Source: an optimization exercise on an open RTL-to-GDS flow (aim: small area, a short achievable clock period and few clock cycles). Production flows keep margins and buffers that such runs may drop.
The RTL was checked by simulation tests, not by an equivalence proof against the original design.

Design rzx50_scaler, start of the top module:
module rzx50_scaler (
    input  wire        clk,
    input  wire        rst,
    input  wire        start,
    input  wire [1:0]  geom,        
    input  wire        scale_en,
    input  wire [31:0] src_base,
    input  wire [31:0] dst_base,
    input  wire [7:0]  topskip,
    input  wire [8:0]  vinc,
    input  wire [2:0]  thr,
    output wire        busy,
    output wire        rd_req_valid,
    input  wire        rd_req_ready,
    output wire [31:0] rd_addr,
    input  wire        rd_resp_valid,
    input  wire [31:0] rd_resp_data,
    output wire        wr_valid,
    input  wire        wr_ready,
    output wire [31:0] wr_addr,
    output wire [31:0] wr_data
);
For scale: roughly 2500 cells after synthesis, roughly 220 I/O pins, ~22000 um^2 of cells after synthesis.
==> flow/config.mk <==
export PLATFORM = sky130hd
export DESIGN_NAME = rzx50_scaler
export DESIGN_NICKNAME = rzx50_scaler
export VERILOG_FILES = /design/flow/design.v
export SDC_FILE = /design/flow/constraint.sdc
export NUM_CORES = 4
export LEC_CHECK = 0
export ABC_AREA = 1
export CAP_MARGIN = 20
export CORE_MARGIN = 2
export CORE_UTILIZATION = 40
export CTS_BUF_LIST = sky130_fd_sc_hd__clkbuf_8
export PLACE_DENSITY = 0.6
export SETUP_SLACK_MARGIN = 3.4
export SLEW_MARGIN = 20
==> flow/constraint.sdc <==
create_clock -name core_clock -period 6.0 [get_ports {clk}]
set_input_delay 1.2000 -clock core_clock [delete_from_list [all_inputs] [get_ports {clk}]]
set_output_delay 1.2000 -clock core_clock [all_outputs]
set_load 0.01 [all_outputs]
standard.sh (not shown) runs the stock make flow with config.mk's settings and CLKGATE_MAP_FILE= SYNTH_SCRIPT=/design/flow/synth_recipe.tcl, a recipe that flattens the netlist after the stock synthesis.
==> flow/flow/run.sh <==
#!/bin/bash
# The standard layout (the standard.sh, standard synthesis included), with
# one change: the input and output ports are buffered with buf_2 cells instead
# of the cell buffer_ports picks by default (a slow clkdlybuf4s50 delay cell).
set -euo pipefail
bash standard.sh "BUFFER_PORTS_ARGS=-buffer_cell sky130_fd_sc_hd__buf_2" finish > standard_flow.log 2>&1
The starting point passed the timing, DRC and antenna checks.
Testbench counts at the start, summed over its fixed seeds: cycles 1,069,644.
Rerun with:
--- a/flow/config.mk
+++ b/flow/config.mk
@@ -12 +12,3 @@
-export CTS_BUF_LIST = sky130_fd_sc_hd__clkbuf_8
+export CTS_BUF_LIST = sky130_fd_sc_hd__clkbuf_16
+export CTS_CLUSTER_DIAMETER = 80
+export CTS_CLUSTER_SIZE = 24
Outcome: Global-route usage drops by 0.53 points; count of clock-buffer cells in the layout shrinks by 54; clock skew shrinks by 27 ps.
Rerun with:
--- a/flow/config.mk
+++ b/flow/config.mk
@@ -11 +11 @@
-export CORE_UTILIZATION = 40
+export CORE_UTILIZATION = 70
@@ -15,2 +15,2 @@
-export PLACE_DENSITY = 0.6
-export SETUP_SLACK_MARGIN = 3.4
+export PLACE_DENSITY = 0.8
+export SETUP_SLACK_MARGIN = 3.6
Worst setup slack gets worse by 450 ps.
Routed wire length is higher by 17%.
Maximum frequency is lower by about 15%.
Final cell count is lower by about 6%.
Rerun with:
--- a/flow/config.mk
+++ b/flow/config.mk
@@ -16 +16 @@
-export SETUP_SLACK_MARGIN = 3.6
+export SETUP_SLACK_MARGIN = 3.4
Outcome: Sequential cell count does not change; utilization drops by 5.9 points; final cell count drops by 3.3%; via count drops by 12%.

---

Another version of the RTL of rzx50_scaler (not shown whole).
Size in the first run: about 220 I/O pins, roughly 22000 um2 of cells after synthesis.
// rzx50_scaler
module rzx50_scaler (
    input  wire        clk,
    input  wire        rst,
    input  wire        start,
    input  wire [1:0]  geom,        
    input  wire        scale_en,
    input  wire [31:0] src_base,
    input  wire [31:0] dst_base,
    input  wire [7:0]  topskip,
    input  wire [8:0]  vinc,
    input  wire [2:0]  thr,
    output wire        busy,
    output wire        rd_req_valid,
    input  wire        rd_req_ready,
    output wire [31:0] rd_addr,
    input  wire        rd_resp_valid,
    input  wire [31:0] rd_resp_data,
    output wire        wr_valid,
    input  wire        wr_ready,
    output wire [31:0] wr_addr,
    output wire [31:0] wr_data
);
export LEC_CHECK = 0
export ABC_AREA = 1
export CAP_MARGIN = 20
export CORE_MARGIN = 2
export CORE_UTILIZATION = 40
export CTS_BUF_LIST = sky130_fd_sc_hd__clkbuf_16
export CTS_CLUSTER_DIAMETER = 80
export CTS_CLUSTER_SIZE = 24
export PLACE_DENSITY = 0.6
export SETUP_SLACK_MARGIN = 3.6
export SLEW_MARGIN = 20
create_clock -name core_clock -period 6.0 [get_ports {clk}]
Scripts as last shown in full above: flow/flow/run.sh
Testbench counts at the start, summed over its fixed seeds: cycles 1,069,644.
Change:
SETUP_SLACK_MARGIN = 3.5   (was 3.6)
The new run completed with no timing, DRC or antenna violations.
Die area is unchanged.
Final area shrinks by 4.6%.
Synthesized cell count stays the same.
Non-clock buffer count shrinks by 68.
Register-to-register slack loses 0.05 ns.
Flip-flop and latch count does not change.
Wire length shrinks by 2.7%.
Global-route usage shrinks by 1.1 points.

## port drivers added, routing unchanged
The results above use ideal ports. As a check the final layouts listed here were re-extracted and re-timed, cells and wires unchanged. Step 1 assumes that a clkbuf_16 drives the clock port and a buf_2 every other input. Step 2 also shifts input and output timing later by t, the mid clock arrival at the registers, as if the neighbouring blocks saw the same clock. Slacks: ideal ports / drivers / drivers and shift; pairs: ideal ports / drivers.
run	t, ns	slack for setup (ns)	worst hold slack (ns)
the first run of note 1	0.721	3.441 / 3.383 / 2.782	0.469 / 0.469 / 0.469
the second run of note 1	0.639	3.436 / 3.430 / 2.791	0.474 / 0.474 / 0.474
the third run of note 1	0.623	2.982 / 2.982 / 2.889	0.489 / 0.489 / 0.489
the fourth run of note 1	0.607	3.345 / 3.345 / 2.868	0.478 / 0.478 / 0.478
the first run of note 2	0.626	3.597 / 3.540 / 2.923	0.476 / 0.476 / 0.476
the second run of note 2	0.628	3.505 / 3.442 / 2.907	0.476 / 0.476 / 0.476
After both steps setup and hold are still met in every run listed. For the first run of note 2, which loses most, drivers alone change the setup slack by -0.057 ns; drivers and shift together by -0.674 ns.
